Context: an optimization exercise on an open-source flow, tuned for small area, a short achievable clock period and few clock cycles. The choices shown serve that exercise and are no tape-out recipe. The RTL was checked by simulation tests, not by an equivalence proof against the original design. Power is estimated from default activity; no workload was simulated.

==> flow/design.v (outline; a module is shown in full before it is edited, if it fits) <==
// module novahash_core: 1191 lines
module novahash_core (
    input  wire        clk,
    input  wire        rst,
    input  wire        cmd_valid,
    input  wire [31:0] cmd_data,
    output reg         resp_valid,
    output reg  [3:0]  resp_code,
    input  wire [5:0]  rd_addr,
    output reg  [31:0] rd_data
);
  // ...
==> flow/run.sh <==
#!/bin/bash
# synth_recipe.tcl (not shown) runs the flow's synth.tcl, then flattens the netlist and writes it again
# the make line also repeats each setting of config.mk as NAME=value (left out here)
make -C /OpenROAD-flow-scripts/flow DESIGN_CONFIG=/design/flow/config.mk WORK_HOME=/design/flow/orfs CLKGATE_MAP_FILE= SYNTH_SCRIPT=/design/flow/synth_recipe.tcl finish
==> flow/config.mk <==
export PLATFORM = sky130hd
export DESIGN_NAME = novahash_core
export DESIGN_NICKNAME = novahash_core
export VERILOG_FILES = /design/flow/design.v
export SDC_FILE = /design/flow/constraint.sdc
export NUM_CORES = 8
export LEC_CHECK = 0
export ABC_AREA = 1
export CAP_MARGIN = 20
export CORE_MARGIN = 2
export CORE_UTILIZATION = 30
export GPL_ROUTABILITY_DRIVEN = 1
export SETUP_SLACK_MARGIN = 5
export SLEW_MARGIN = 20
==> flow/constraint.sdc <==
create_clock -name core_clock -period 12.0 [get_ports {clk}]
set_input_delay 2.4000 -clock core_clock [delete_from_list [all_inputs] [get_ports {clk}]]
set_output_delay 2.4000 -clock core_clock [all_outputs]
set_load 0.01 [all_outputs]
==> results.txt, run 1 <==
Net switching is 49.77% of the power. The number of gates resized after CTS was 1168. From left edge to right edge, the die measures 576.5 um. For the sequential group, total power comes out at 5990 uW. The synthesized netlist devotes 12.89% of its cell area to adder and majority cells.

The remaining global-route overflow came out at 0. The worst hold path terminates at drem[9]. The library cells used most frequently in the layout, excluding fill and tap cells, are sky130_fd_sc_hd__nand2_1 (2318), sky130_fd_sc_hd__inv_1 (1557), sky130_fd_sc_hd__edfxtp_1 (1186). The element type at the critical path start is an input pin. Internal power comes to 15100 uW.

Multi-input gates account for 43.94% of the area. Of all the cell area in the finished design, the clock network holds 4.635%. In this run the critical register-to-register path is launched from state[2].

The clock latency reported for the late side of the worst-skew pair is 0.90 ns. The number of detailed-route iterations in the first pass came out at 7. For this run, global-route usage on met3 was measured as 6.248%. The power consumed by the clock network came out at 5430 uW. The area share of and/or/nand/nor cells after synthesis came out at 18.67%. The sequential cell area fraction in the yosys report was 42.82%; the hold buffer count at CTS was 0. The flow ran to the end and the layout has no timing, DRC or antenna violations.

The library cell occupying the most area in the post-synthesis netlist is sky130_fd_sc_hd__edfxtp_1. After synthesis, the cell types taking the most area are sky130_fd_sc_hd__edfxtp_1 (36%), sky130_fd_sc_hd__nand2_1 (9.3%), sky130_fd_sc_hd__fa_1 (7.0%). The area share of the leading cell type in the synthesized netlist was 36.22%; the clock transition at the registers of the reported paths was 0.06 ns. For the number of levels the H-tree was split into, the log shows 4. The clock network burns 18.1% of the power.

The run gives 0.04894 uW as the leakage dissipation. The critical path runs through a total of 45 cells. The logs give 12360 for the net count after synthesis and 81 for the count of distinct cell types in the synthesized netlist. The detailed router used layers up to and including met5. After synthesis, the share of flip-flops with an asynchronous set or reset is 0%. The run gives 0 as the count of final hold-check violations. Measured against the total synthesized area, the mux share comes to 0.04072%.

The worst hold path passes through 2 cells. The path class of the tightest hold or removal check is reg2reg. Summed over all nets, wire length on met2 after detailed routing comes to 191800 um. The area fraction in compound gates after synthesis is 14.81%. The most instantiated flip-flop cell in the synthesis netlist is sky130_fd_sc_hd__edfxtp_1. The worst relative slew slack was 11.71%; the maximum clock insertion buffer count was 4.

Summing internal, switching and leakage power gives 30060 uW. The number of clock buffer instances in the layout was 212.
Testbench counts, summed over its fixed seeds: cycles 6,004.
==> run 2, diff against run 1 <==
--- a/flow/design.v
+++ b/flow/design.v
@@ -530,19 +530,195 @@
     wire c2_291 = c2_247 ^ c2_276 ^ c2_277;
     wire c2_292 = (c2_247 & c2_276) | (c2_247 & c2_277) | (c2_276 & c2_277);
     wire c2_293 = c2_248 ^ c2_249 ^ c2_278;
     wire c2_294 = (c2_248 & c2_249) | (c2_248 & c2_278) | (c2_249 & c2_278);
     wire c2_295 = c2_274 ^ c2_275 ^ c2_290;
     wire c2_296 = (c2_274 & c2_275) | (c2_274 & c2_290) | (c2_275 & c2_290);
     wire c2_297 = c2_279 ^ c2_292 ^ c2_293;
     wire c2_298 = (c2_279 & c2_292) | (c2_279 & c2_293) | (c2_292 & c2_293);
-    wire [31:0] c2_299 = {c2_297, c2_296, c2_295, c2_288, c2_286, c2_269, c2_266, c2_265, c2_282, c2_281, c2_260, c2_258, c2_256, c2_254, c2_252, c2_213, c2_210, c2_208, c2_206, c2_204, c2_202, c2_200, c2_199, c2_126, c2_124, c2_5, c2_2, 1'b1, h2[3], h2[2], h2[1], h2[0]};
-    wire [31:0] c2_300 = {1'b0, c2_291, 1'b0, c2_289, c2_287, c2_285, c2_267, c2_284, c2_283, 1'b0, c2_261, c2_259, c2_257, c2_255, c2_253, c2_251, c2_211, c2_209, c2_207, c2_205, c2_203, c2_201, 1'b0, c2_127, c2_125, c2_123, c2_3, c2_1, h0[3], h0[2], h0[1], h0[0]};
-    assign a2 = c2_299 + c2_300;
+    wire c2_f_p0 = h2[0] ^ h0[0];
+    wire c2_f_g0 = h2[0] & h0[0];
+    wire c2_f_p1 = h2[1] ^ h0[1];
+    wire c2_f_g1 = h2[1] & h0[1];
+    wire c2_f_p2 = h2[2] ^ h0[2];
+    wire c2_f_g2 = h2[2] & h0[2];
+    wire c2_f_p3 = h2[3] ^ h0[3];
+    wire c2_f_g3 = h2[3] & h0[3];
+    wire c2_f_p4 = 1'b1 ^ c2_1;
+    wire c2_f_g4 = 1'b1 & c2_1;
+    wire c2_f_p5 = c2_2 ^ c2_3;
+    wire c2_f_g5 = c2_2 & c2_3;
+    wire c2_f_p6 = c2_5 ^ c2_123;
+    wire c2_f_g6 = c2_5 & c2_123;
+    wire c2_f_p7 = c2_124 ^ c2_125;
+    wire c2_f_g7 = c2_124 & c2_125;
+    wire c2_f_p8 = c2_126 ^ c2_127;
+    wire c2_f_g8 = c2_126 & c2_127;
+    wire c2_f_p9 = c2_199 ^ 1'b0;
+    wire c2_f_g9 = c2_199 & 1'b0;
+    wire c2_f_p10 = c2_200 ^ c2_201;
+    wire c2_f_g10 = c2_200 & c2_201;
+    wire c2_f_p11 = c2_202 ^ c2_203;
+    wire c2_f_g11 = c2_202 & c2_203;
+    wire c2_f_p12 = c2_204 ^ c2_205;
+    wire c2_f_g12 = c2_204 & c2_205;
+    wire c2_f_p13 = c2_206 ^ c2_207;
+    wire c2_f_g13 = c2_206 & c2_207;
+    wire c2_f_p14 = c2_208 ^ c2_209;
+    wire c2_f_g14 = c2_208 & c2_209;
+    wire c2_f_p15 = c2_210 ^ c2_211;
+    wire c2_f_g15 = c2_210 & c2_211;
+    wire c2_f_p16 = c2_213 ^ c2_251;
+    wire c2_f_g16 = c2_213 & c2_251;
+    wire c2_f_p17 = c2_252 ^ c2_253;
+    wire c2_f_g17 = c2_252 & c2_253;
+    wire c2_f_p18 = c2_254 ^ c2_255;
+    wire c2_f_g18 = c2_254 & c2_255;
+    wire c2_f_p19 = c2_256 ^ c2_257;
+    wire c2_f_g19 = c2_256 & c2_257;
+    wire c2_f_p20 = c2_258 ^ c2_259;
+    wire c2_f_g20 = c2_258 & c2_259;
+    wire c2_f_p21 = c2_260 ^ c2_261;
+    wire c2_f_g21 = c2_260 & c2_261;
+    wire c2_f_p22 = c2_281 ^ 1'b0;
+    wire c2_f_g22 = c2_281 & 1'b0;
+    wire c2_f_p23 = c2_282 ^ c2_283;
+    wire c2_f_g23 = c2_282 & c2_283;
+    wire c2_f_p24 = c2_265 ^ c2_284;
+    wire c2_f_g24 = c2_265 & c2_284;
+    wire c2_f_p25 = c2_266 ^ c2_267;
+    wire c2_f_g25 = c2_266 & c2_267;
+    wire c2_f_p26 = c2_269 ^ c2_285;
+    wire c2_f_g26 = c2_269 & c2_285;
+    wire c2_f_p27 = c2_286 ^ c2_287;
+    wire c2_f_g27 = c2_286 & c2_287;
+    wire c2_f_p28 = c2_288 ^ c2_289;
+    wire c2_f_g28 = c2_288 & c2_289;
+    wire c2_f_p29 = c2_295 ^ 1'b0;
+    wire c2_f_g29 = c2_295 & 1'b0;
+    wire c2_f_p30 = c2_296 ^ c2_291;
+    wire c2_f_g30 = c2_296 & c2_291;
+    wire c2_f_p31 = c2_297 ^ 1'b0;
+    wire c2_f_g31 = c2_297 & 1'b0;
+    wire c2_f_G1 = c2_f_g1 | (c2_f_p1 & c2_f_g0);
+    wire c2_f_P1 = c2_f_p1 & c2_f_p0;
+    wire c2_f_G2 = c2_f_g3 | (c2_f_p3 & c2_f_g2);
+    wire c2_f_P2 = c2_f_p3 & c2_f_p2;
+    wire c2_f_G3 = c2_f_g5 | (c2_f_p5 & c2_f_g4);
+    wire c2_f_P3 = c2_f_p5 & c2_f_p4;
+    wire c2_f_G4 = c2_f_g7 | (c2_f_p7 & c2_f_g6);
+    wire c2_f_P4 = c2_f_p7 & c2_f_p6;
+    wire c2_f_G5 = c2_f_g9 | (c2_f_p9 & c2_f_g8);
+    wire c2_f_P5 = c2_f_p9 & c2_f_p8;
+    wire c2_f_G6 = c2_f_g11 | (c2_f_p11 & c2_f_g10);
+    wire c2_f_P6 = c2_f_p11 & c2_f_p10;
+    wire c2_f_G7 = c2_f_g13 | (c2_f_p13 & c2_f_g12);
+    wire c2_f_P7 = c2_f_p13 & c2_f_p12;
+    wire c2_f_G8 = c2_f_g15 | (c2_f_p15 & c2_f_g14);
+    wire c2_f_P8 = c2_f_p15 & c2_f_p14;
+    wire c2_f_G9 = c2_f_g17 | (c2_f_p17 & c2_f_g16);
+    wire c2_f_P9 = c2_f_p17 & c2_f_p16;
+    wire c2_f_G10 = c2_f_g19 | (c2_f_p19 & c2_f_g18);
+    wire c2_f_P10 = c2_f_p19 & c2_f_p18;
+    wire c2_f_G11 = c2_f_g21 | (c2_f_p21 & c2_f_g20);
+    wire c2_f_P11 = c2_f_p21 & c2_f_p20;
+    wire c2_f_G12 = c2_f_g23 | (c2_f_p23 & c2_f_g22);
+    wire c2_f_P12 = c2_f_p23 & c2_f_p22;
+    wire c2_f_G13 = c2_f_g25 | (c2_f_p25 & c2_f_g24);
+    wire c2_f_P13 = c2_f_p25 & c2_f_p24;
+    wire c2_f_G14 = c2_f_g27 | (c2_f_p27 & c2_f_g26);
+    wire c2_f_P14 = c2_f_p27 & c2_f_p26;
+    wire c2_f_G15 = c2_f_g29 | (c2_f_p29 & c2_f_g28);
+    wire c2_f_P15 = c2_f_p29 & c2_f_p28;
+    wire c2_f_G16 = c2_f_g31 | (c2_f_p31 & c2_f_g30);
+    wire c2_f_P16 = c2_f_p31 & c2_f_p30;
+    wire c2_f_G17 = c2_f_G2 | (c2_f_P2 & c2_f_G1);
+    wire c2_f_P17 = c2_f_P2 & c2_f_P1;
+    wire c2_f_G18 = c2_f_G4 | (c2_f_P4 & c2_f_G3);
+    wire c2_f_P18 = c2_f_P4 & c2_f_P3;
+    wire c2_f_G19 = c2_f_G6 | (c2_f_P6 & c2_f_G5);
+    wire c2_f_P19 = c2_f_P6 & c2_f_P5;
+    wire c2_f_G20 = c2_f_G8 | (c2_f_P8 & c2_f_G7);
+    wire c2_f_P20 = c2_f_P8 & c2_f_P7;
+    wire c2_f_G21 = c2_f_G10 | (c2_f_P10 & c2_f_G9);
+    wire c2_f_P21 = c2_f_P10 & c2_f_P9;
+    wire c2_f_G22 = c2_f_G12 | (c2_f_P12 & c2_f_G11);
+    wire c2_f_P22 = c2_f_P12 & c2_f_P11;
+    wire c2_f_G23 = c2_f_G14 | (c2_f_P14 & c2_f_G13);
+    wire c2_f_P23 = c2_f_P14 & c2_f_P13;
+    wire c2_f_G24 = c2_f_G16 | (c2_f_P16 & c2_f_G15);
+    wire c2_f_P24 = c2_f_P16 & c2_f_P15;
+    wire c2_f_G25 = c2_f_G18 | (c2_f_P18 & c2_f_G17);
+    wire c2_f_P25 = c2_f_P18 & c2_f_P17;
+    wire c2_f_G26 = c2_f_G20 | (c2_f_P20 & c2_f_G19);
+    wire c2_f_P26 = c2_f_P20 & c2_f_P19;
+    wire c2_f_G27 = c2_f_G22 | (c2_f_P22 & c2_f_G21);
+    wire c2_f_P27 = c2_f_P22 & c2_f_P21;
+    wire c2_f_G28 = c2_f_G24 | (c2_f_P24 & c2_f_G23);
+    wire c2_f_P28 = c2_f_P24 & c2_f_P23;
+    wire c2_f_G29 = c2_f_G26 | (c2_f_P26 & c2_f_G25);
+    wire c2_f_P29 = c2_f_P26 & c2_f_P25;
+    wire c2_f_G30 = c2_f_G28 | (c2_f_P28 & c2_f_G27);
+    wire c2_f_P30 = c2_f_P28 & c2_f_P27;
+    wire c2_f_G31 = c2_f_G30 | (c2_f_P30 & c2_f_G29);
+    wire c2_f_P31 = c2_f_P30 & c2_f_P29;
+    wire c2_f_G32 = c2_f_G27 | (c2_f_P27 & c2_f_G29);
+    wire c2_f_P32 = c2_f_P27 & c2_f_P29;
+    wire c2_f_G33 = c2_f_G19 | (c2_f_P19 & c2_f_G25);
+    wire c2_f_P33 = c2_f_P19 & c2_f_P25;
+    wire c2_f_G34 = c2_f_G21 | (c2_f_P21 & c2_f_G29);
+    wire c2_f_P34 = c2_f_P21 & c2_f_P29;
+    wire c2_f_G35 = c2_f_G23 | (c2_f_P23 & c2_f_G32);
+    wire c2_f_P35 = c2_f_P23 & c2_f_P32;
+    wire c2_f_G36 = c2_f_G3 | (c2_f_P3 & c2_f_G17);
+    wire c2_f_P36 = c2_f_P3 & c2_f_P17;
+    wire c2_f_G37 = c2_f_G5 | (c2_f_P5 & c2_f_G25);
+    wire c2_f_P37 = c2_f_P5 & c2_f_P25;
+    wire c2_f_G38 = c2_f_G7 | (c2_f_P7 & c2_f_G33);
+    wire c2_f_P38 = c2_f_P7 & c2_f_P33;
+    wire c2_f_G39 = c2_f_G9 | (c2_f_P9 & c2_f_G29);
+    wire c2_f_P39 = c2_f_P9 & c2_f_P29;
+    wire c2_f_G40 = c2_f_G11 | (c2_f_P11 & c2_f_G34);
+    wire c2_f_P40 = c2_f_P11 & c2_f_P34;
+    wire c2_f_G41 = c2_f_G13 | (c2_f_P13 & c2_f_G32);
+    wire c2_f_P41 = c2_f_P13 & c2_f_P32;
+    wire c2_f_G42 = c2_f_G15 | (c2_f_P15 & c2_f_G35);
+    wire c2_f_P42 = c2_f_P15 & c2_f_P35;
+    wire c2_f_G43 = c2_f_g2 | (c2_f_p2 & c2_f_G1);
+    wire c2_f_P43 = c2_f_p2 & c2_f_P1;
+    wire c2_f_G44 = c2_f_g4 | (c2_f_p4 & c2_f_G17);
+    wire c2_f_P44 = c2_f_p4 & c2_f_P17;
+    wire c2_f_G45 = c2_f_g6 | (c2_f_p6 & c2_f_G36);
+    wire c2_f_P45 = c2_f_p6 & c2_f_P36;
+    wire c2_f_G46 = c2_f_g8 | (c2_f_p8 & c2_f_G25);
+    wire c2_f_P46 = c2_f_p8 & c2_f_P25;
+    wire c2_f_G47 = c2_f_g10 | (c2_f_p10 & c2_f_G37);
+    wire c2_f_P47 = c2_f_p10 & c2_f_P37;
+    wire c2_f_G48 = c2_f_g12 | (c2_f_p12 & c2_f_G33);
+    wire c2_f_P48 = c2_f_p12 & c2_f_P33;
+    wire c2_f_G49 = c2_f_g14 | (c2_f_p14 & c2_f_G38);
+    wire c2_f_P49 = c2_f_p14 & c2_f_P38;
+    wire c2_f_G50 = c2_f_g16 | (c2_f_p16 & c2_f_G29);
+    wire c2_f_P50 = c2_f_p16 & c2_f_P29;
+    wire c2_f_G51 = c2_f_g18 | (c2_f_p18 & c2_f_G39);
+    wire c2_f_P51 = c2_f_p18 & c2_f_P39;
+    wire c2_f_G52 = c2_f_g20 | (c2_f_p20 & c2_f_G34);
+    wire c2_f_P52 = c2_f_p20 & c2_f_P34;
+    wire c2_f_G53 = c2_f_g22 | (c2_f_p22 & c2_f_G40);
+    wire c2_f_P53 = c2_f_p22 & c2_f_P40;
+    wire c2_f_G54 = c2_f_g24 | (c2_f_p24 & c2_f_G32);
+    wire c2_f_P54 = c2_f_p24 & c2_f_P32;
+    wire c2_f_G55 = c2_f_g26 | (c2_f_p26 & c2_f_G41);
+    wire c2_f_P55 = c2_f_p26 & c2_f_P41;
+    wire c2_f_G56 = c2_f_g28 | (c2_f_p28 & c2_f_G35);
+    wire c2_f_P56 = c2_f_p28 & c2_f_P35;
+    wire c2_f_G57 = c2_f_g30 | (c2_f_p30 & c2_f_G42);
+    wire c2_f_P57 = c2_f_p30 & c2_f_P42;
+    assign a2 = {(c2_f_p31 ^ c2_f_G57), (c2_f_p30 ^ c2_f_G42), (c2_f_p29 ^ c2_f_G56), (c2_f_p28 ^ c2_f_G35), (c2_f_p27 ^ c2_f_G55), (c2_f_p26 ^ c2_f_G41), (c2_f_p25 ^ c2_f_G54), (c2_f_p24 ^ c2_f_G32), (c2_f_p23 ^ c2_f_G53), (c2_f_p22 ^ c2_f_G40), (c2_f_p21 ^ c2_f_G52), (c2_f_p20 ^ c2_f_G34), (c2_f_p19 ^ c2_f_G51), (c2_f_p18 ^ c2_f_G39), (c2_f_p17 ^ c2_f_G50), (c2_f_p16 ^ c2_f_G29), (c2_f_p15 ^ c2_f_G49), (c2_f_p14 ^ c2_f_G38), (c2_f_p13 ^ c2_f_G48), (c2_f_p12 ^ c2_f_G33), (c2_f_p11 ^ c2_f_G47), (c2_f_p10 ^ c2_f_G37), (c2_f_p9 ^ c2_f_G46), (c2_f_p8 ^ c2_f_G25), (c2_f_p7 ^ c2_f_G45), (c2_f_p6 ^ c2_f_G36), (c2_f_p5 ^ c2_f_G44), (c2_f_p4 ^ c2_f_G17), (c2_f_p3 ^ c2_f_G43), (c2_f_p2 ^ c2_f_G1), (c2_f_p1 ^ c2_f_g0), c2_f_p0};
     wire [31:0] pre   = h_n3 + cnt + 32'd3;
     wire [31:0] m2in  = fin ? h1 : s2n;
     wire [31:0] ad2   = fin ? h3 : 32'd0;
     wire [31:0] t2;
     wire c3_1 = ~(ad2[0] ^ ~m2in[0]);
     wire c3_2 = ad2[0] | ~m2in[0];
     wire c3_3 = ad2[3] ^ ~m2in[3] ^ ~m2in[0];
     wire c3_4 = (ad2[3] & ~m2in[3]) | (ad2[3] & ~m2in[0]) | (~m2in[3] & ~m2in[0]);
@@ -876,18 +1052,300 @@
     wire [9:0]  lb    = b_nz ? ({blen, 3'b000} - {1'b0, zb}) : 10'd1;
     wire [10:0] dab   = {1'b0, la} - {1'b0, lb};
     wire [9:0]  nmin  = dab[10] ? la : lb;
     wire        zcase = !a_nz || !b_nz;
     wire [9:0]  meff  = zcase ? {9'd0, (a_nz == b_nz)} : macc;
     wire [10:0] arem  = b_nz ? dab : {1'b0, la};     
     wire [15:0] win16 = {ch0, ch1};
     wire [7:0]  win   = win16[15 - wo -: 8];
-    wire [25:0] ca_hi1   = ca[31:6] + 26'd1;
-    wire [25:0] cdig_hi1 = cdig[31:6] + 26'd1;
+    wire [25:0] cah = ca[31:6], cdh = cdig[31:6];
+    wire [25:0] ca_hi1, cdig_hi1;     
+    wire c9_p0 = cah[0] ^ 1'b0;
+    wire c9_g0 = (cah[0] & 1'b0) | (1'b1 & (cah[0] ^ 1'b0));
+    wire c9_p1 = cah[1] ^ 1'b0;
+    wire c9_g1 = cah[1] & 1'b0;
+    wire c9_p2 = cah[2] ^ 1'b0;
+    wire c9_g2 = cah[2] & 1'b0;
+    wire c9_p3 = cah[3] ^ 1'b0;
+    wire c9_g3 = cah[3] & 1'b0;
+    wire c9_p4 = cah[4] ^ 1'b0;
+    wire c9_g4 = cah[4] & 1'b0;
+    wire c9_p5 = cah[5] ^ 1'b0;
+    wire c9_g5 = cah[5] & 1'b0;
+    wire c9_p6 = cah[6] ^ 1'b0;
+    wire c9_g6 = cah[6] & 1'b0;
+    wire c9_p7 = cah[7] ^ 1'b0;
+    wire c9_g7 = cah[7] & 1'b0;
+    wire c9_p8 = cah[8] ^ 1'b0;
+    wire c9_g8 = cah[8] & 1'b0;
+    wire c9_p9 = cah[9] ^ 1'b0;
+    wire c9_g9 = cah[9] & 1'b0;
+    wire c9_p10 = cah[10] ^ 1'b0;
+    wire c9_g10 = cah[10] & 1'b0;
+    wire c9_p11 = cah[11] ^ 1'b0;
+    wire c9_g11 = cah[11] & 1'b0;
+    wire c9_p12 = cah[12] ^ 1'b0;
+    wire c9_g12 = cah[12] & 1'b0;
+    wire c9_p13 = cah[13] ^ 1'b0;
+    wire c9_g13 = cah[13] & 1'b0;
+    wire c9_p14 = cah[14] ^ 1'b0;
+    wire c9_g14 = cah[14] & 1'b0;
+    wire c9_p15 = cah[15] ^ 1'b0;
+    wire c9_g15 = cah[15] & 1'b0;
+    wire c9_p16 = cah[16] ^ 1'b0;
+    wire c9_g16 = cah[16] & 1'b0;
+    wire c9_p17 = cah[17] ^ 1'b0;
+    wire c9_g17 = cah[17] & 1'b0;
+    wire c9_p18 = cah[18] ^ 1'b0;
+    wire c9_g18 = cah[18] & 1'b0;
+    wire c9_p19 = cah[19] ^ 1'b0;
+    wire c9_g19 = cah[19] & 1'b0;
+    wire c9_p20 = cah[20] ^ 1'b0;
+    wire c9_g20 = cah[20] & 1'b0;
+    wire c9_p21 = cah[21] ^ 1'b0;
+    wire c9_g21 = cah[21] & 1'b0;
+    wire c9_p22 = cah[22] ^ 1'b0;
+    wire c9_g22 = cah[22] & 1'b0;
+    wire c9_p23 = cah[23] ^ 1'b0;
+    wire c9_g23 = cah[23] & 1'b0;
+    wire c9_p24 = cah[24] ^ 1'b0;
+    wire c9_g24 = cah[24] & 1'b0;
+    wire c9_p25 = cah[25] ^ 1'b0;
+    wire c9_g25 = cah[25] & 1'b0;
+    wire c9_G1 = c9_g1 | (c9_p1 & c9_g0);
+    wire c9_P1 = c9_p1 & c9_p0;
+    wire c9_G2 = c9_g3 | (c9_p3 & c9_g2);
+    wire c9_P2 = c9_p3 & c9_p2;
+    wire c9_G3 = c9_g5 | (c9_p5 & c9_g4);
+    wire c9_P3 = c9_p5 & c9_p4;
+    wire c9_G4 = c9_g7 | (c9_p7 & c9_g6);
+    wire c9_P4 = c9_p7 & c9_p6;
+    wire c9_G5 = c9_g9 | (c9_p9 & c9_g8);
+    wire c9_P5 = c9_p9 & c9_p8;
+    wire c9_G6 = c9_g11 | (c9_p11 & c9_g10);
+    wire c9_P6 = c9_p11 & c9_p10;
+    wire c9_G7 = c9_g13 | (c9_p13 & c9_g12);
+    wire c9_P7 = c9_p13 & c9_p12;
+    wire c9_G8 = c9_g15 | (c9_p15 & c9_g14);
+    wire c9_P8 = c9_p15 & c9_p14;
+    wire c9_G9 = c9_g17 | (c9_p17 & c9_g16);
+    wire c9_P9 = c9_p17 & c9_p16;
+    wire c9_G10 = c9_g19 | (c9_p19 & c9_g18);
+    wire c9_P10 = c9_p19 & c9_p18;
+    wire c9_G11 = c9_g21 | (c9_p21 & c9_g20);
+    wire c9_P11 = c9_p21 & c9_p20;
+    wire c9_G12 = c9_g23 | (c9_p23 & c9_g22);
+    wire c9_P12 = c9_p23 & c9_p22;
+    wire c9_G13 = c9_g25 | (c9_p25 & c9_g24);
+    wire c9_P13 = c9_p25 & c9_p24;
+    wire c9_G14 = c9_G2 | (c9_P2 & c9_G1);
+    wire c9_P14 = c9_P2 & c9_P1;
+    wire c9_G15 = c9_G4 | (c9_P4 & c9_G3);
+    wire c9_P15 = c9_P4 & c9_P3;
+    wire c9_G16 = c9_G6 | (c9_P6 & c9_G5);
+    wire c9_P16 = c9_P6 & c9_P5;
+    wire c9_G17 = c9_G8 | (c9_P8 & c9_G7);
+    wire c9_P17 = c9_P8 & c9_P7;
+    wire c9_G18 = c9_G10 | (c9_P10 & c9_G9);
+    wire c9_P18 = c9_P10 & c9_P9;
+    wire c9_G19 = c9_G12 | (c9_P12 & c9_G11);
+    wire c9_P19 = c9_P12 & c9_P11;
+    wire c9_G20 = c9_G15 | (c9_P15 & c9_G14);
+    wire c9_P20 = c9_P15 & c9_P14;
+    wire c9_G21 = c9_G17 | (c9_P17 & c9_G16);
+    wire c9_P21 = c9_P17 & c9_P16;
+    wire c9_G22 = c9_G19 | (c9_P19 & c9_G18);
+    wire c9_P22 = c9_P19 & c9_P18;
+    wire c9_G23 = c9_G21 | (c9_P21 & c9_G20);
+    wire c9_P23 = c9_P21 & c9_P20;
+    wire c9_G24 = c9_G22 | (c9_P22 & c9_G23);
+    wire c9_P24 = c9_P22 & c9_P23;
+    wire c9_G25 = c9_G16 | (c9_P16 & c9_G20);
+    wire c9_P25 = c9_P16 & c9_P20;
+    wire c9_G26 = c9_G18 | (c9_P18 & c9_G23);
+    wire c9_P26 = c9_P18 & c9_P23;
+    wire c9_G27 = c9_G3 | (c9_P3 & c9_G14);
+    wire c9_P27 = c9_P3 & c9_P14;
+    wire c9_G28 = c9_G5 | (c9_P5 & c9_G20);
+    wire c9_P28 = c9_P5 & c9_P20;
+    wire c9_G29 = c9_G7 | (c9_P7 & c9_G25);
+    wire c9_P29 = c9_P7 & c9_P25;
+    wire c9_G30 = c9_G9 | (c9_P9 & c9_G23);
+    wire c9_P30 = c9_P9 & c9_P23;
+    wire c9_G31 = c9_G11 | (c9_P11 & c9_G26);
+    wire c9_P31 = c9_P11 & c9_P26;
+    wire c9_G32 = c9_G13 | (c9_P13 & c9_G24);
+    wire c9_P32 = c9_P13 & c9_P24;
+    wire c9_G33 = c9_g2 | (c9_p2 & c9_G1);
+    wire c9_P33 = c9_p2 & c9_P1;
+    wire c9_G34 = c9_g4 | (c9_p4 & c9_G14);
+    wire c9_P34 = c9_p4 & c9_P14;
+    wire c9_G35 = c9_g6 | (c9_p6 & c9_G27);
+    wire c9_P35 = c9_p6 & c9_P27;
+    wire c9_G36 = c9_g8 | (c9_p8 & c9_G20);
+    wire c9_P36 = c9_p8 & c9_P20;
+    wire c9_G37 = c9_g10 | (c9_p10 & c9_G28);
+    wire c9_P37 = c9_p10 & c9_P28;
+    wire c9_G38 = c9_g12 | (c9_p12 & c9_G25);
+    wire c9_P38 = c9_p12 & c9_P25;
+    wire c9_G39 = c9_g14 | (c9_p14 & c9_G29);
+    wire c9_P39 = c9_p14 & c9_P29;
+    wire c9_G40 = c9_g16 | (c9_p16 & c9_G23);
+    wire c9_P40 = c9_p16 & c9_P23;
+    wire c9_G41 = c9_g18 | (c9_p18 & c9_G30);
+    wire c9_P41 = c9_p18 & c9_P30;
+    wire c9_G42 = c9_g20 | (c9_p20 & c9_G26);
+    wire c9_P42 = c9_p20 & c9_P26;
+    wire c9_G43 = c9_g22 | (c9_p22 & c9_G31);
+    wire c9_P43 = c9_p22 & c9_P31;
+    wire c9_G44 = c9_g24 | (c9_p24 & c9_G24);
+    wire c9_P44 = c9_p24 & c9_P24;
+    assign ca_hi1 = {(c9_p25 ^ c9_G44), (c9_p24 ^ c9_G24), (c9_p23 ^ c9_G43), (c9_p22 ^ c9_G31), (c9_p21 ^ c9_G42), (c9_p20 ^ c9_G26), (c9_p19 ^ c9_G41), (c9_p18 ^ c9_G30), (c9_p17 ^ c9_G40), (c9_p16 ^ c9_G23), (c9_p15 ^ c9_G39), (c9_p14 ^ c9_G29), (c9_p13 ^ c9_G38), (c9_p12 ^ c9_G25), (c9_p11 ^ c9_G37), (c9_p10 ^ c9_G28), (c9_p9 ^ c9_G36), (c9_p8 ^ c9_G20), (c9_p7 ^ c9_G35), (c9_p6 ^ c9_G27), (c9_p5 ^ c9_G34), (c9_p4 ^ c9_G14), (c9_p3 ^ c9_G33), (c9_p2 ^ c9_G1), (c9_p1 ^ c9_g0), (c9_p0 ^ 1'b1)};
+    wire c10_p0 = cdh[0] ^ 1'b0;
+    wire c10_g0 = (cdh[0] & 1'b0) | (1'b1 & (cdh[0] ^ 1'b0));
+    wire c10_p1 = cdh[1] ^ 1'b0;
+    wire c10_g1 = cdh[1] & 1'b0;
+    wire c10_p2 = cdh[2] ^ 1'b0;
+    wire c10_g2 = cdh[2] & 1'b0;
+    wire c10_p3 = cdh[3] ^ 1'b0;
+    wire c10_g3 = cdh[3] & 1'b0;
+    wire c10_p4 = cdh[4] ^ 1'b0;
+    wire c10_g4 = cdh[4] & 1'b0;
+    wire c10_p5 = cdh[5] ^ 1'b0;
+    wire c10_g5 = cdh[5] & 1'b0;
+    wire c10_p6 = cdh[6] ^ 1'b0;
+    wire c10_g6 = cdh[6] & 1'b0;
+    wire c10_p7 = cdh[7] ^ 1'b0;
+    wire c10_g7 = cdh[7] & 1'b0;
+    wire c10_p8 = cdh[8] ^ 1'b0;
+    wire c10_g8 = cdh[8] & 1'b0;
+    wire c10_p9 = cdh[9] ^ 1'b0;
+    wire c10_g9 = cdh[9] & 1'b0;
+    wire c10_p10 = cdh[10] ^ 1'b0;
+    wire c10_g10 = cdh[10] & 1'b0;
+    wire c10_p11 = cdh[11] ^ 1'b0;
+    wire c10_g11 = cdh[11] & 1'b0;
+    wire c10_p12 = cdh[12] ^ 1'b0;
+    wire c10_g12 = cdh[12] & 1'b0;
+    wire c10_p13 = cdh[13] ^ 1'b0;
+    wire c10_g13 = cdh[13] & 1'b0;
+    wire c10_p14 = cdh[14] ^ 1'b0;
+    wire c10_g14 = cdh[14] & 1'b0;
+    wire c10_p15 = cdh[15] ^ 1'b0;
+    wire c10_g15 = cdh[15] & 1'b0;
+    wire c10_p16 = cdh[16] ^ 1'b0;
+    wire c10_g16 = cdh[16] & 1'b0;
+    wire c10_p17 = cdh[17] ^ 1'b0;
+    wire c10_g17 = cdh[17] & 1'b0;
+    wire c10_p18 = cdh[18] ^ 1'b0;
+    wire c10_g18 = cdh[18] & 1'b0;
+    wire c10_p19 = cdh[19] ^ 1'b0;
+    wire c10_g19 = cdh[19] & 1'b0;
+    wire c10_p20 = cdh[20] ^ 1'b0;
+    wire c10_g20 = cdh[20] & 1'b0;
+    wire c10_p21 = cdh[21] ^ 1'b0;
+    wire c10_g21 = cdh[21] & 1'b0;
+    wire c10_p22 = cdh[22] ^ 1'b0;
+    wire c10_g22 = cdh[22] & 1'b0;
+    wire c10_p23 = cdh[23] ^ 1'b0;
+    wire c10_g23 = cdh[23] & 1'b0;
+    wire c10_p24 = cdh[24] ^ 1'b0;
+    wire c10_g24 = cdh[24] & 1'b0;
+    wire c10_p25 = cdh[25] ^ 1'b0;
+    wire c10_g25 = cdh[25] & 1'b0;
+    wire c10_G1 = c10_g1 | (c10_p1 & c10_g0);
+    wire c10_P1 = c10_p1 & c10_p0;
+    wire c10_G2 = c10_g3 | (c10_p3 & c10_g2);
+    wire c10_P2 = c10_p3 & c10_p2;
+    wire c10_G3 = c10_g5 | (c10_p5 & c10_g4);
+    wire c10_P3 = c10_p5 & c10_p4;
+    wire c10_G4 = c10_g7 | (c10_p7 & c10_g6);
+    wire c10_P4 = c10_p7 & c10_p6;
+    wire c10_G5 = c10_g9 | (c10_p9 & c10_g8);
+    wire c10_P5 = c10_p9 & c10_p8;
+    wire c10_G6 = c10_g11 | (c10_p11 & c10_g10);
+    wire c10_P6 = c10_p11 & c10_p10;
+    wire c10_G7 = c10_g13 | (c10_p13 & c10_g12);
+    wire c10_P7 = c10_p13 & c10_p12;
+    wire c10_G8 = c10_g15 | (c10_p15 & c10_g14);
+    wire c10_P8 = c10_p15 & c10_p14;
+    wire c10_G9 = c10_g17 | (c10_p17 & c10_g16);
+    wire c10_P9 = c10_p17 & c10_p16;
+    wire c10_G10 = c10_g19 | (c10_p19 & c10_g18);
+    wire c10_P10 = c10_p19 & c10_p18;
+    wire c10_G11 = c10_g21 | (c10_p21 & c10_g20);
+    wire c10_P11 = c10_p21 & c10_p20;
+    wire c10_G12 = c10_g23 | (c10_p23 & c10_g22);
+    wire c10_P12 = c10_p23 & c10_p22;
+    wire c10_G13 = c10_g25 | (c10_p25 & c10_g24);
+    wire c10_P13 = c10_p25 & c10_p24;
+    wire c10_G14 = c10_G2 | (c10_P2 & c10_G1);
+    wire c10_P14 = c10_P2 & c10_P1;
+    wire c10_G15 = c10_G4 | (c10_P4 & c10_G3);
+    wire c10_P15 = c10_P4 & c10_P3;
+    wire c10_G16 = c10_G6 | (c10_P6 & c10_G5);
+    wire c10_P16 = c10_P6 & c10_P5;
+    wire c10_G17 = c10_G8 | (c10_P8 & c10_G7);
+    wire c10_P17 = c10_P8 & c10_P7;
+    wire c10_G18 = c10_G10 | (c10_P10 & c10_G9);
+    wire c10_P18 = c10_P10 & c10_P9;
+    wire c10_G19 = c10_G12 | (c10_P12 & c10_G11);
+    wire c10_P19 = c10_P12 & c10_P11;
+    wire c10_G20 = c10_G15 | (c10_P15 & c10_G14);
+    wire c10_P20 = c10_P15 & c10_P14;
+    wire c10_G21 = c10_G17 | (c10_P17 & c10_G16);
+    wire c10_P21 = c10_P17 & c10_P16;
+    wire c10_G22 = c10_G19 | (c10_P19 & c10_G18);
+    wire c10_P22 = c10_P19 & c10_P18;
+    wire c10_G23 = c10_G21 | (c10_P21 & c10_G20);
+    wire c10_P23 = c10_P21 & c10_P20;
+    wire c10_G24 = c10_G22 | (c10_P22 & c10_G23);
+    wire c10_P24 = c10_P22 & c10_P23;
+    wire c10_G25 = c10_G16 | (c10_P16 & c10_G20);
+    wire c10_P25 = c10_P16 & c10_P20;
+    wire c10_G26 = c10_G18 | (c10_P18 & c10_G23);
+    wire c10_P26 = c10_P18 & c10_P23;
+    wire c10_G27 = c10_G3 | (c10_P3 & c10_G14);
+    wire c10_P27 = c10_P3 & c10_P14;
+    wire c10_G28 = c10_G5 | (c10_P5 & c10_G20);
+    wire c10_P28 = c10_P5 & c10_P20;
+    wire c10_G29 = c10_G7 | (c10_P7 & c10_G25);
+    wire c10_P29 = c10_P7 & c10_P25;
+    wire c10_G30 = c10_G9 | (c10_P9 & c10_G23);
+    wire c10_P30 = c10_P9 & c10_P23;
+    wire c10_G31 = c10_G11 | (c10_P11 & c10_G26);
+    wire c10_P31 = c10_P11 & c10_P26;
+    wire c10_G32 = c10_G13 | (c10_P13 & c10_G24);
+    wire c10_P32 = c10_P13 & c10_P24;
+    wire c10_G33 = c10_g2 | (c10_p2 & c10_G1);
+    wire c10_P33 = c10_p2 & c10_P1;
+    wire c10_G34 = c10_g4 | (c10_p4 & c10_G14);
+    wire c10_P34 = c10_p4 & c10_P14;
+    wire c10_G35 = c10_g6 | (c10_p6 & c10_G27);
+    wire c10_P35 = c10_p6 & c10_P27;
+    wire c10_G36 = c10_g8 | (c10_p8 & c10_G20);
+    wire c10_P36 = c10_p8 & c10_P20;
+    wire c10_G37 = c10_g10 | (c10_p10 & c10_G28);
+    wire c10_P37 = c10_p10 & c10_P28;
+    wire c10_G38 = c10_g12 | (c10_p12 & c10_G25);
+    wire c10_P38 = c10_p12 & c10_P25;
+    wire c10_G39 = c10_g14 | (c10_p14 & c10_G29);
+    wire c10_P39 = c10_p14 & c10_P29;
+    wire c10_G40 = c10_g16 | (c10_p16 & c10_G23);
+    wire c10_P40 = c10_p16 & c10_P23;
+    wire c10_G41 = c10_g18 | (c10_p18 & c10_G30);
+    wire c10_P41 = c10_p18 & c10_P30;
+    wire c10_G42 = c10_g20 | (c10_p20 & c10_G26);
+    wire c10_P42 = c10_p20 & c10_P26;
+    wire c10_G43 = c10_g22 | (c10_p22 & c10_G31);
+    wire c10_P43 = c10_p22 & c10_P31;
+    wire c10_G44 = c10_g24 | (c10_p24 & c10_G24);
+    wire c10_P44 = c10_p24 & c10_P24;
+    assign cdig_hi1 = {(c10_p25 ^ c10_G44), (c10_p24 ^ c10_G24), (c10_p23 ^ c10_G43), (c10_p22 ^ c10_G31), (c10_p21 ^ c10_G42), (c10_p20 ^ c10_G26), (c10_p19 ^ c10_G41), (c10_p18 ^ c10_G30), (c10_p17 ^ c10_G40), (c10_p16 ^ c10_G23), (c10_p15 ^ c10_G39), (c10_p14 ^ c10_G29), (c10_p13 ^ c10_G38), (c10_p12 ^ c10_G25), (c10_p11 ^ c10_G37), (c10_p10 ^ c10_G28), (c10_p9 ^ c10_G36), (c10_p8 ^ c10_G20), (c10_p7 ^ c10_G35), (c10_p6 ^ c10_G27), (c10_p5 ^ c10_G34), (c10_p4 ^ c10_G14), (c10_p3 ^ c10_G33), (c10_p2 ^ c10_G1), (c10_p1 ^ c10_g0), (c10_p0 ^ 1'b1)};
     wire        gdig  = (state == S_MAT) && mat_b;
     wire [31:0] gbase = gdig ? cdig : ca;
     wire [25:0] ghi1  = gdig ? cdig_hi1 : ca_hi1;
     wire [5:0]  gci   = (state == S_MAT) ? mi : (wcn + 6'd3);
     wire [31:0] gword = dkw(gbase, ghi1, gci[5:3]);
     wire [7:0]  gch   = wch(gword, gci[2:0]);
     wire [2:0]  blz   = lz8(cbyte);
     wire [7:0]  bnorm = b_nz ? cbyte : (cbyte << blz);
@@ -906,18 +1364,18 @@
     wire [9:0]  r1n   = s1[11] ? r1[9:0] : s1[9:0];
     wire [10:0] r2    = {r1n, dq[12]};
     wire [11:0] s2    = {1'b0, r2} - {2'b0, dn};
     wire [9:0]  r2n   = s2[11] ? r2[9:0] : s2[9:0];
     wire        dready = ddone && !dload;
     wire       slow  = (state == S_SLA) || (state == S_SLB) || (state == S_SLC);
     wire [5:0] iaddr = (state == S_SLA) ? {2'b10, sa[8:5]} : {2'b11, sb[8:5]};
     wire [5:0] raddr = slow ? iaddr : rd_addr;
-    wire       wr_a  = (acc && ok && op == 4'h5) || (state == S_MAT && !mat_b);
-    wire       wr_b  = (acc && ok && op == 4'h6) || (state == S_MAT && mat_b);
+    wire       wr_a  = (state == S_MAT) ? !mat_b : (state == S_READY && alen != 7'd64);
+    wire       wr_b  = (state == S_MAT) ?  mat_b : (state == S_READY && blen != 7'd64);
     wire [5:0] wa_i  = (state == S_MAT) ? mi : alen[5:0];
     wire [5:0] wb_i  = (state == S_MAT) ? mi : blen[5:0];
     wire [7:0] wdat  = (state == S_MAT) ? gch : cbyte;
     integer j;
     always @(posedge clk) begin
         for (j = 0; j < 64; j = j + 1) begin
             if (wr_a && wa_i == j) abuf[511 - 8*j -: 8] <= wdat;
             if (wr_b && wb_i == j) bbuf[511 - 8*j -: 8] <= wdat;
==> results.txt, run 2 <==
The average size of a mapped cell is 8.857 um2 (was 8.540 um2). The worst flop-to-flop path startpoint is a_nz (was state[2]). The logs give 0 (unchanged) for the number of pins exceeding their max-slew limit in the final report and 30.14% (was 30.11%) for the initial core utilization. The element type at the critical path start was an input pin (unchanged).

The tools report the clock latency reported for the late side of the worst-skew pair as 0.86 ns (was 0.90 ns). The tools report the element type at the critical path end as a primary output (was a register). The run gives 0 (unchanged) as the hold buffer count at CTS. The worst relative slew slack was 16.18% (was 11.71%). Cell with the most instances after synthesis: sky130_fd_sc_hd__nand2_1 (unchanged). Detailed-route wire length per cell: 26.13 um (was 27.46 um). The detailed placer's ending HPWL was 286600 um (was 315400 um); the routing usage on met2 was 36.97% (was 38.87%). The run gives 80350 (was 84000) as the number of global-route vias before repair. Setup repair after global routing could not meet its margin everywhere. Largest registers ranked by flip-flop count: abuf x512, bbuf x512 (unchanged). The total DRC errors in the routed layout is 0 (unchanged).

Total routing resource utilization after global routing: 24.23% (was 26.02%). The critical path start-end classification was in2out (was in2reg). The sequential cell area fraction in the yosys report is 43.54% (was 42.82%).

The maximum fanout encountered on the critical timing path is 18 (was 8), and the routing usage on met1 is 30.71% (was 34.00%). The number of nets still failing antenna checks after routing is 0 (unchanged), and the count of final hold-check violations is 0 (unchanged). The worst ir drop on vdd was 1.137 mV (was 1.119 mV); the vertical extent of the die was 571.7 um (was 576.5 um). The initial antenna violation count was 16 (was 14); the minimum clock period was 7.359 ns (was 7.335 ns). The ratio of cells with drive above 1 in the final layout came out at 14.42% (was 14.74%). The quantity of I/O buffers inserted on ports works out to 76 (unchanged). TritonCTS built the clock tree. The per-cell via count in the routed design was 5.448 (was 5.521); the number of synthesized flops with an enable pin was 1186 (unchanged). The tools report the number of placed instances, taps included as 15080 (was 15710). The maximum clock insertion buffer count is 3 (was 4), and the final RePlAce weighted congestion is 1.037 (was 1.053). The share of flip-flops with an asynchronous set or reset after synthesis is 0% (unchanged), and the number of levels the H-tree was split into is 4 (unchanged). The tools report the buffer cell driving the clock tree root as sky130_fd_sc_hd__clkbuf_16 (unchanged).

The cell depth of the worst min-delay path came out at 2 (unchanged). Most area-consuming cells after synthesis: sky130_fd_sc_hd__edfxtp_1 (37%), sky130_fd_sc_hd__nand2_1 (8.2%), sky130_fd_sc_hd__fa_1 (7.3%) (was sky130_fd_sc_hd__edfxtp_1 (36%), sky130_fd_sc_hd__nand2_1 (9.3%), sky130_fd_sc_hd__fa_1 (7.0%)). The flow ran to the end and the layout has no timing, DRC or antenna violations. Final period utilization: 61.33% (was 61.12%). For the number of detailed-route iterations in the first pass, the log shows 7 (unchanged). The area of the core is 0.3209 mm2 (was 0.3266 mm2), and the number of primary I/O pins is 78 (unchanged). The wire length of the first global-routing pass is 575500 um (was 627100 um). Commonest cells after routing, fill and taps aside: sky130_fd_sc_hd__nand2_1 (1963), sky130_fd_sc_hd__inv_1 (1419), sky130_fd_sc_hd__edfxtp_1 (1186) (was sky130_fd_sc_hd__nand2_1 (2318), sky130_fd_sc_hd__inv_1 (1557), sky130_fd_sc_hd__edfxtp_1 (1186)).

The tools report the Yosys warning count as 3 (unchanged). The total wirelength of the detailed-routed design is 412400 um (was 450800 um), and the max-cap violation count is 0 (unchanged). The maximum number of pins on one net before global-route repair was 100 (was 94); the transition time at the pin with the least slew margin was 1.257 ns (was 1.324 ns). The net count after synthesis is 11800 (was 12360). The final non-filler cell total was 15780 (was 16420). The most frequent standard cell in the layout excluding fill and tap cells was sky130_fd_sc_hd__nand2_1 (unchanged). The end point of the most critical hold path was drem[9] (unchanged). The maximum clock rate is 135.9 MHz (was 136.3 MHz). The flip-flop and latch count after synthesis is 1510 (unchanged). Data arrival time of the critical path: 4.96 ns (was 8.08 ns). The net count reported at finish is 12210 (was 12790).

The clock net sink count was 1510 (unchanged). The startpoint of the most critical hold path is drem[9] (unchanged). The power per unit of standard cell area was 233.1 mW/mm2 (was 250.7 mW/mm2).

The site row count was 208 (was 210); the data required time at the worst endpoint was 9.60 ns (was 12.74 ns). The count of mapped cells out of synthesis was 10920 (was 11510). The logs give 85980 (was 90640) for the via count and 0.3269 mm2 (was 0.3324 mm2) for the area of the die. The most instantiated flip-flop cell in the synthesis netlist was sky130_fd_sc_hd__edfxtp_1 (unchanged).

The run gives 0.04721 uW (was 0.04894 uW) as the leakage dissipation. The end of the worst register-to-register path is macc[8] (was sword[28]). The floorplan die width works out to 571.7 um (was 576.5 um).

The netlist area before placement was 0.09670 mm2 (was 0.09833 mm2). Type of the worst min-delay path: reg2reg (unchanged). The total of endpoints with negative setup slack in the final report was 0 (unchanged); the worst clock skew was 0.06765 ns (was 0.08777 ns). The depth of the worst register-to-register path was 31 (was 51). Commonest cells in the netlist: sky130_fd_sc_hd__nand2_1 (2102), sky130_fd_sc_hd__inv_1 (1472), sky130_fd_sc_hd__edfxtp_1 (1186), sky130_fd_sc_hd__nor2_1 (872), sky130_fd_sc_hd__o21ai_0 (814) (was sky130_fd_sc_hd__nand2_1 (2448), sky130_fd_sc_hd__inv_1 (1601), sky130_fd_sc_hd__edfxtp_1 (1186), sky130_fd_sc_hd__nor2_1 (921), sky130_fd_sc_hd__o21ai_0 (862)). Clock transition at the registers of the reported paths: 0.06 ns (about the same). For the DRC violation total after the first TritonRoute iteration, the log shows 10930 (was 11990).

The area share of the leading cell type in the synthesized netlist was 36.83% (was 36.22%). The run gives 5.26 ns (was 4.86 ns) as the register-to-register setup slack. The library cell occupying the most area in the post-synthesis netlist is sky130_fd_sc_hd__edfxtp_1 (unchanged).

For the remaining global-route overflow, the log shows 0 (unchanged). The area overhead of the layout relative to synthesis came out at 21.07% (was 21.93%). For the accumulated negative setup slack, the log shows 0 ns (unchanged). The run gives 83 (was 81) as the count of distinct cell types in the synthesized netlist.

The post-route total power is 27290 uW (was 30060 uW). Most congested layer reported by global routing: met2 (unchanged). Number of buffers added by the clock tree synthesis step: 164 (was 174). The fill cell instance count of the final layout was 32160 (was 32800). For the global-route track usage on met3, the log shows 6.734% (was 6.248%).
[run 2: cell type report]
type / count / area [um2] / area share, %
Inverter: 1509 / 5991 / 5.117
Sequential cell: 1510 / 42150 / 36.00
Tap cell: 4305 / 5386 / 4.601
Timing Repair inverter: 7 / 63.81 / 0.05450
Clock buffer: 208 / 4390 / 3.750
Multi-Input combinational cell: 7502 / 50770 / 43.36
Antenna cell: 15 / 37.54 / 0.03206
Clock inverter: 93 / 1060 / 0.9052
Timing Repair Buffer: 634 / 7232 / 6.177
[run 2: timing repair]
action,4_1_cts,5_1_grt
gates resized for setup,1076,276
buffers inserted,223,105
cloned,46,8
pin swaps,232,150
endpoints found under the setup margin,741,648
[run 2: kinds of logic (layout without fill, tap and decap cells)]
family / count (synthesis) / count (layout) / share of synthesized area [%]
mux: 5 / 5 / 0.05176
fa+ha+maj: 845 / 845 / 13.68
compound gates: 2407 / 2407 / 14.91
buf+inv: 1913 / 2451 / 7.743
simple gates: 3896 / 3903 / 16.98
xor+xnor: 340 / 340 / 3.087
flops: 1510 / 1510 / 43.54
other cells: 2 / 17 / 0.007766
[run 2: how the worst max path moves through the flow]
stage | startpoint | endpoint | slack, ns | cells after the start
floorplan | state[2] | abuf[102] | 4.44 | 24
global placement | rd_addr[1] | rd_data[0] | 1.91 | 14
detailed placement | rd_addr[1] | rd_data[0] | 1.88 | 14
CTS | rd_addr[0] | rd_data[1] | 4.72 | 20
global route | rd_addr[0] | rd_data[24] | 4.62 | 19
finish | rd_addr[0] | rd_data[2] | 4.64 | 19
[run 2: worst max-delay path, stage by stage]
cell	delay, ns
sky130_fd_sc_hd__buf_8	0.08
sky130_fd_sc_hd__inv_6	0.03
sky130_fd_sc_hd__o21ai_4	0.14
sky130_fd_sc_hd__buf_12	0.15
sky130_fd_sc_hd__clkinvlp_4	0.10
sky130_fd_sc_hd__buf_12	0.15
sky130_fd_sc_hd__nand2_8	0.11
sky130_fd_sc_hd__nor2_4	0.06
sky130_fd_sc_hd__buf_6	0.13
sky130_fd_sc_hd__buf_12	0.15
sky130_fd_sc_hd__nand2_1	0.08
sky130_fd_sc_hd__o211ai_1	0.18
sky130_fd_sc_hd__a21oi_1	0.18
sky130_fd_sc_hd__nand4_1	0.32
sky130_fd_sc_hd__nand3_1	0.23
sky130_fd_sc_hd__nand3_1	0.11
sky130_fd_sc_hd__nand2_2	0.09
sky130_fd_sc_hd__nand2_4	0.09
sky130_fd_sc_hd__buf_6	0.14
[run 2: where the power goes]
group	total [uW]	switching (uW)	internal, uW
logic	16100	10600	5500
registers	5990	143	5850
clock network	5230	2350	2890
[run 2: layer usage]
metal | wire length [um] | part of all wire [%]
met1 | 156800 | 38
met3 | 48050 | 12
met5 | 53 | 0.013
met2 | 178700 | 43
met4 | 28860 | 7.0
[run 2: per-stage QoR]
stage	cell area, um2	hold slack [ns]	utilization [%]	setup slack (ns)
after floorplan	96770	0.4188	-	4.442
after global placement	102800	0.4482	32.03	1.908
after detailed placement	102800	0.4529	32.03	1.881
after CTS	114900	0.4609	35.79	4.723
after global routing	117000	0.4782	36.48	4.622
final	117100	0.4579	36.49	4.641
Testbench counts of run 2, summed over its fixed seeds: cycles 6,004.
==> run 3, diff against run 2 <==
--- a/flow/config.mk
+++ b/flow/config.mk
@@ -9,6 +9,8 @@
 export CAP_MARGIN = 20
 export CORE_MARGIN = 2
 export CORE_UTILIZATION = 30
+export CTS_CLUSTER_DIAMETER = 80
+export CTS_CLUSTER_SIZE = 24
 export GPL_ROUTABILITY_DRIVEN = 1
 export SETUP_SLACK_MARGIN = 5
 export SLEW_MARGIN = 20
==> results.txt, run 3 <==
The ratio of cells with drive above 1 in the final layout was 13.82% (was 14.42%). The number of synthesized flops with an enable pin came out at 1186 (unchanged). Commonest cells in the netlist: sky130_fd_sc_hd__nand2_1 (2102), sky130_fd_sc_hd__inv_1 (1472), sky130_fd_sc_hd__edfxtp_1 (1186), sky130_fd_sc_hd__nor2_1 (872), sky130_fd_sc_hd__o21ai_0 (814) (unchanged). The area share of the leading cell type in the synthesized netlist was 36.83% (unchanged); the utilization after layout was 35.80% (was 36.49%). Largest registers ranked by flip-flop count: abuf x512, bbuf x512 (unchanged). Maximum clock rate: 134.1 MHz (was 135.9 MHz). The startpoint of the most critical hold path was drem[9] (unchanged). For the initial antenna violation count, the log shows 11 (was 16). Worst stage delay on the critical path: 0.28 ns (was 0.32 ns). The total wirelength of the detailed-routed design is 408300 um (was 412400 um), and the final period utilization is 62.14% (was 61.33%). The fill cell instance count of the final layout came out at 32410 (was 32160). The number of pins exceeding their max-slew limit in the final report is 0 (unchanged). The routing usage on met2 was 36.57% (was 36.97%). Most congested layer reported by global routing: met2 (unchanged).

The average size of a mapped cell is 8.857 um2 (unchanged), and the post-route total power is 26020 uW (was 27290 uW). Max-cap violation count: 0 (unchanged). Commonest cells after routing, fill and taps aside: sky130_fd_sc_hd__nand2_1 (1950), sky130_fd_sc_hd__inv_1 (1422), sky130_fd_sc_hd__edfxtp_1 (1186) (was sky130_fd_sc_hd__nand2_1 (1963), sky130_fd_sc_hd__inv_1 (1419), sky130_fd_sc_hd__edfxtp_1 (1186)). The slowest stage cell on the critical path is sky130_fd_sc_hd__a221oi_1 (was sky130_fd_sc_hd__nand4_1). The run gives 83 (unchanged) as the count of distinct cell types in the synthesized netlist. The sum of buffers and inverters on the critical path came out at 10 (was 8). The clock transition at the registers of the reported paths was 0.07 ns (was 0.06 ns); the routing usage on met1 was 30.52% (was 30.71%). The Yosys warning count came out at 3 (unchanged).

The end of the worst register-to-register path was h3[25] (was macc[8]). The maximum fanout encountered on the critical timing path was 8 (was 18). The cell with the most instances after synthesis was sky130_fd_sc_hd__nand2_1 (unchanged). For the maximum number of pins on one net before global-route repair, the log shows 100 (unchanged).

Library cell occupying the most area in the post-synthesis netlist: sky130_fd_sc_hd__edfxtp_1 (unchanged). The quantity of I/O buffers inserted on ports works out to 76 (unchanged). The run gives 11170 (was 10930) as the DRC violation total after the first TritonRoute iteration. Buffer cell driving the clock tree root: sky130_fd_sc_hd__clkbuf_16 (unchanged). The area overhead of the layout relative to synthesis came out at 18.80% (was 21.07%). The tools report the end point of the most critical hold path as drem[9] (unchanged). The share of flip-flops with an asynchronous set or reset after synthesis works out to 0% (unchanged).

The minimum clock period is 7.457 ns (was 7.359 ns). The most frequent standard cell in the layout excluding fill and tap cells is sky130_fd_sc_hd__nand2_1 (unchanged). The flow ran to the end and the layout has no timing, DRC or antenna violations. The logs give 0 (unchanged) for the remaining global-route overflow and 0 (unchanged) for the total of endpoints with negative setup slack in the final report.

Setup repair after global routing could not meet its margin everywhere. Worst ir drop on vdd: 1.139 mV (was 1.137 mV). The most instantiated flip-flop cell in the synthesis netlist is sky130_fd_sc_hd__edfxtp_1 (unchanged). The number of levels the H-tree was split into came out at 3 (was 4). The run gives 5.06 ns (was 4.96 ns) as the data arrival time of the critical path. The count of final hold-check violations was 0 (unchanged). Power per unit of standard cell area: 226.5 mW/mm2 (was 233.1 mW/mm2). The netlist area before placement came out at 0.09670 mm2 (unchanged). Vertical extent of the die: 571.7 um (unchanged). The run gives 1.881 ns (unchanged) as the post-place setup slack. Number of buffers added by the clock tree synthesis step: 99 (was 164). The critical path start-end classification was in2out (unchanged). The depth of the worst register-to-register path was 33 (was 31); the final worst setup slack was 4.543 ns (was 4.641 ns). The data required time at the worst endpoint was 9.60 ns (about the same).

The run gives 5.14 ns (was 5.26 ns) as the register-to-register setup slack. Launch point of the worst path: rd_addr[0] (unchanged). The element type at the critical path start was an input pin (unchanged).

The number of nets still failing antenna checks after routing came out at 0 (unchanged). For the global-route track usage on met3, the log shows 6.537% (was 6.734%). Combined flip-flop and latch cell area: 0.04215 mm2 (unchanged). The cell depth of the worst setup path was 21 (was 19). For the hold buffer count at CTS, the log shows 0 (unchanged).

Top cell family by delay on the critical path: buffers and inverters (was simple AND/OR/NAND/NOR gates). The element type at the critical path end is a primary output (unchanged). The run gives 0.81 ns (was 0.86 ns) as the clock latency reported for the late side of the worst-skew pair. For the area of the die, the log shows 0.3269 mm2 (unchanged). The per-cell via count in the routed design was 5.445 (was 5.448); the net count reported at finish was 12140 (was 12210). The total routing resource utilization after global routing came out at 24.06% (was 24.23%). The tools report the area of the multi-input gates as 0.05083 mm2 (was 0.05077 mm2). The power share of the combinational group is 62.2% (was 58.9%). For the initial core utilization, the log shows 30.14% (unchanged). For the number of primary I/O pins, the log shows 78 (unchanged). The total DRC errors in the routed layout was 0 (unchanged). The tools report the worst flop-to-flop path startpoint as state[0] (was a_nz). The cell depth of the worst min-delay path was 2 (unchanged); the via count was 85080 (was 85980).

The site row count came out at 208 (unchanged). The logs give 571700 um (was 575500 um) for the wire length of the first global-routing pass and 1510 (unchanged) for the clock net sink count. Detailed-route wire length per cell: 26.13 um (about the same). TritonCTS built the clock tree. The final RePlAce weighted congestion was 1.037 (unchanged). For the number of global-route vias before repair, the log shows 79490 (was 80350). The run gives 13120 uW (was 14230 uW) as the internal power component.

Number of detailed-route iterations in the first pass: 9 (was 7). The run gives 10920 (unchanged) as the count of mapped cells out of synthesis. The detailed placer's ending HPWL is 286600 um (unchanged), and the leakage dissipation is 0.04616 uW (was 0.04721 uW). The type of the worst min-delay path is reg2reg (unchanged).

The worst relative slew slack was 14.17% (was 16.18%). Critical Path, Cell by Cell: buf_8 -> inv_6 -> o21ai_4 -> buf_12 -> clkinvlp_4 -> buf_12 -> nand2_8 -> buf_6 -> nor2_4 -> buf_12 -> buf_12 -> buf_16 -> nand2_1 -> nand2_1 -> a221oi_1 -> nand3_2 -> nor2_1 -> nor3_1 -> nand2_2 -> nand2_4 -> buf_6 (was buf_8 -> inv_6 -> o21ai_4 -> buf_12 -> clkinvlp_4 -> buf_12 -> nand2_8 -> nor2_4 -> buf_6 -> buf_12 -> nand2_1 -> o211ai_1 -> a21oi_1 -> nand4_1 -> nand3_1 -> nand3_1 -> nand2_2 -> nand2_4 -> buf_6). The clock network fraction of design power is 14.8% (was 19.2%), and the proportion of total power due to net switching is 49.59% (was 47.84%). The maximum clock insertion buffer count was 3 (unchanged); the flip-flop and latch count after synthesis was 1510 (unchanged). The library cell appearing most often on the critical path was sky130_fd_sc_hd__buf_12 (unchanged).

The tools report the worst clock skew as 0.06481 ns (was 0.06765 ns). The sequential cell area fraction in the yosys report is 43.54% (unchanged). Most area-consuming cells after synthesis: sky130_fd_sc_hd__edfxtp_1 (37%), sky130_fd_sc_hd__nand2_1 (8.2%), sky130_fd_sc_hd__fa_1 (7.3%) (unchanged). For the net count after synthesis, the log shows 11800 (unchanged).

Switching power total: 12900 uW (was 13060 uW). The transition time at the pin with the least slew margin was 1.287 ns (was 1.257 ns); the accumulated negative setup slack was 0 ns (unchanged). The area of the core is 0.3209 mm2 (unchanged), and the portion of total power attributed to sequential cells is 23.0% (was 22.0%).

The floorplan die width was 571.7 um (unchanged); the minimum hold slack was 0.4613 ns (was 0.4579 ns).
-- run 3: per-layer routing --
metal / share of wire, % / wire length (um)
met2: 43 / 176500
met1: 38 / 155400
met3: 12 / 47640
met5: 0.058 / 235
met4: 7.0 / 28460
-- run 3: how the worst max path moves through the flow --
stage | endpoint | slack (ns)
2_1_floorplan | abuf[102] | 4.44
3_3_place_gp | rd_data[0] | 1.91
3_5_place_dp | rd_data[0] | 1.88
4_1_cts | rd_data[22] | 4.66
5_1_grt | rd_data[2] | 4.48
6_report | rd_data[2] | 4.54
-- run 3: kinds of logic after synthesis --
| family | after synthesis | synth area share [%] |
|---|---|---|
| simple gates | 3896 | 16.98 |
| mux | 5 | 0.05176 |
| fa+ha+maj | 845 | 13.68 |
| buf+inv | 1913 | 7.743 |
| flops | 1510 | 43.54 |
| compound gates | 2407 | 14.91 |
| other cells | 2 | 0.007766 |
| xor+xnor | 340 | 3.087 |
-- run 3: layout make-up --
class,instances,area share (%)
Inverter,1509,5.193
Sequential cell,1510,36.69
Clock buffer,111,2.241
Tap cell,4305,4.689
Timing Repair Buffer,622,6.193
Multi-Input combinational cell,7503,44.25
Timing Repair inverter,7,0.05446
Clock inverter,51,0.6818
Antenna cell,8,0.01743
-- run 3: repair_timing --
| action | CTS | global route |
|---|---|---|
| setup endpoints to repair | 748 | 651 |
| gates resized for setup | 1058 | 302 |
| buffers inserted | 229 | 91 |
| pin swaps | 232 | 156 |
| gates cloned | 48 | 3 |
-- run 3: power groups by stage --
stage	Combinational (uW)	Sequential, uW	Clock, uW
final	16200	5980	3850
after global routing	17500	5990	4020
after CTS	15200	5970	3860
after detailed placement	14000	6090	0
after global placement	13900	6090	0
after floorplan	9310	6030	0
-- run 3: metrics by stage --
stage | std cells | area [um2]
floorplan | 10920 | 96770
global placement | 15080 | 102800
detailed placement | 15080 | 102800
CTS | 15520 | 112800
global route | 15620 | 114900
finish | 15630 | 114900
-- run 3: tightest hold or removal path, cell delays in order, from the launching register on --
cell	delay, ns
sky130_fd_sc_hd__dfxtp_1	0.32
sky130_fd_sc_hd__nand2_1	0.06
sky130_fd_sc_hd__nand2_1	0.04
==> run 4, diff against run 3 <==
--- a/flow/config.mk
+++ b/flow/config.mk
@@ -12,5 +12,5 @@
 export CTS_CLUSTER_DIAMETER = 80
 export CTS_CLUSTER_SIZE = 24
 export GPL_ROUTABILITY_DRIVEN = 1
-export SETUP_SLACK_MARGIN = 5
+export SETUP_SLACK_MARGIN = 4.7
 export SLEW_MARGIN = 20
==> results.txt, run 4 <==
The Yosys warning count was 3 (unchanged); the worst relative slew slack was 8.403% (was 14.17%). TritonCTS built the clock tree. The clock transition at the registers of the reported paths was 0.07 ns (about the same); the clock latency reported for the late side of the worst-skew pair was 0.87 ns (was 0.81 ns). The quantity of I/O buffers inserted on ports is 76 (unchanged), and the number of buffers added by the clock tree synthesis step is 99 (unchanged). The vertical extent of the die came out at 571.7 um (unchanged). The remaining global-route overflow is 0 (unchanged).

The net count after synthesis came out at 11800 (unchanged). The tools report the number of detailed-route iterations in the first pass as 8 (was 9). Detailed placer's ending HPWL: 289200 um (was 286600 um). The ratio of cells with drive above 1 in the final layout works out to 13.10% (was 13.82%).

Share of flip-flops with an asynchronous set or reset after synthesis: 0% (unchanged). The worst flop-to-flop path startpoint is state[0] (unchanged). The power per unit of standard cell area is 224.8 mW/mm2 (was 226.5 mW/mm2). The count of distinct cell types in the synthesized netlist is 83 (unchanged), and the max-cap violation count is 0 (unchanged). The run finished with no timing, DRC or antenna violations. The tools report the total of endpoints with negative setup slack in the final report as 0 (unchanged). The critical path start-end classification is in2out (unchanged).

Library cell occupying the most area in the post-synthesis netlist: sky130_fd_sc_hd__edfxtp_1 (unchanged). Detailed-route wire length per cell: 26.46 um (was 26.13 um). The maximum clock insertion buffer count was 3 (unchanged); the maximum fanout encountered on the critical timing path was 5 (was 8). The tools report the count of mapped cells out of synthesis as 10920 (unchanged). The cell depth of the worst min-delay path came out at 2 (unchanged). The run gives 79280 (was 79490) as the number of global-route vias before repair. The element type at the critical path end was a primary output (unchanged). The run gives 0.3269 mm2 (unchanged) as the area of the die.

Commonest cells after routing, fill and taps aside: sky130_fd_sc_hd__nand2_1 (1956), sky130_fd_sc_hd__inv_1 (1442), sky130_fd_sc_hd__edfxtp_1 (1186) (was sky130_fd_sc_hd__nand2_1 (1950), sky130_fd_sc_hd__inv_1 (1422), sky130_fd_sc_hd__edfxtp_1 (1186)). The initial antenna violation count was 15 (was 11). The minimum clock period works out to 7.520 ns (was 7.457 ns). The most instantiated flip-flop cell in the synthesis netlist was sky130_fd_sc_hd__edfxtp_1 (unchanged).
run 4: cell families (layout without fill, tap and decap cells):
logic type               Yosys count  count (layout)  share of synthesized area, %
AO/OA/AOI/OAI                   2407            2408                         14.91
XOR/XNOR                         340             340                         3.087
other                              2              12                      0.007766
multiplexers                       5               5                       0.05176
flip-flops                      1510            1510                         43.54
adder cells (fa/ha/maj)          845             845                         13.68
AND/OR/NAND/NOR                 3896            3905                         16.98
buffers and inverters           1913            2298                         7.743
run 4: through the flow:
| step | setup slack (ns) | instance area [um2] | hold slack [ns] | cells |
|---|---|---|---|---|
| 2_1_floorplan | 4.442 | 96730 | 0.4188 | 10920 |
| 3_3_place_gp | 1.373 | 102700 | 0.4489 | 15090 |
| 3_5_place_dp | 1.884 | 102800 | 0.4479 | 15090 |
| 4_1_cts | 4.512 | 112300 | 0.4582 | 15530 |
| 5_1_grt | 4.441 | 114400 | 0.4863 | 15620 |
| 6_report | 4.480 | 114400 | 0.4602 | 15630 |
run 4: worst max path at each step:
stage / to / start
2_1_floorplan: abuf[102] / state[2]
3_3_place_gp: rd_data[8] / rd_addr[1]
3_5_place_dp: rd_data[0] / rd_addr[1]
4_1_cts: rd_data[22] / rd_addr[1]
5_1_grt: rd_data[15] / rd_addr[0]
6_report: rd_data[22] / rd_addr[1]
run 4: final cells by class:
cell class / count / area (um2)
fill: 32330 / 206500
tap: 4305 / 5386
sequential: 1510 / 42140
multi-input combinational: 7505 / 50550
timing repair inverter: 6 / 61.31
antenna: 10 / 25.02
timing repair buffer: 620 / 6970
inverter: 1509 / 5956
clock buffer: 111 / 2554
clock inverter: 52 / 772.0
run 4: layer usage:
metal,vias up,track usage [%],wire length [um]
met5,-,0,213
met4,16,14.28,30360
met3,1173,6.270,46430
met2,5203,36.96,177900
met1,41650,31.08,158600
li1,37910,-,-
run 4: what timing repair did:
item | 4_1_cts | 5_1_grt
setup endpoints to repair | 632 | 550
gates cloned | 44 | 8
gates resized for setup | 933 | 342
setup buffers | 235 | 79
pin swaps | 191 | 198
run 4: worst reg2reg max path: cells and delay by family (launching register included):
family          cells  cell delay (ns)
simple gates       16             3.04
compound gates      4             0.82
fa+ha+maj           2             0.46
buf+inv             6             1.94
flops               1             0.40
run 4: report_power, final:
| part | switching [uW] | total, uW | leakage, uW | internal, uW |
|---|---|---|---|---|
| registers | 146 | 5990 | 0.0135 | 5840 |
| logic | 10600 | 15900 | 0.0310 | 5310 |
| clock network | 2140 | 3820 | 0.00160 | 1680 |
| total | 12900 | 25700 | 0.0461 | 12800 |

[static timing again, ports no longer ideal]
No port has a modelled driver above. Below, the same layouts with a new extraction and two added sets of constraints. Step 1 assumes that a clkbuf_16 drives the clock port and a buf_2 every other input. Step 2 also shifts input and output timing later by t, the mid clock arrival at the registers, as if the neighbouring blocks saw the same clock. a / b / c = no drivers / after step 1 / after step 2; a / b = the first two.
| run | t, ns | slack for setup (ns) |
|---|---|---|
| run 1 | 0.949 | 4.665 / 4.647 / 3.778 |
| run 2 | 0.913 | 4.641 / 4.587 / 4.312 |
| run 3 | 0.877 | 4.543 / 4.490 / 4.277 |
| run 4 | 0.922 | 4.480 / 4.430 / 3.989 |
After both steps setup and hold are still met in every run listed.
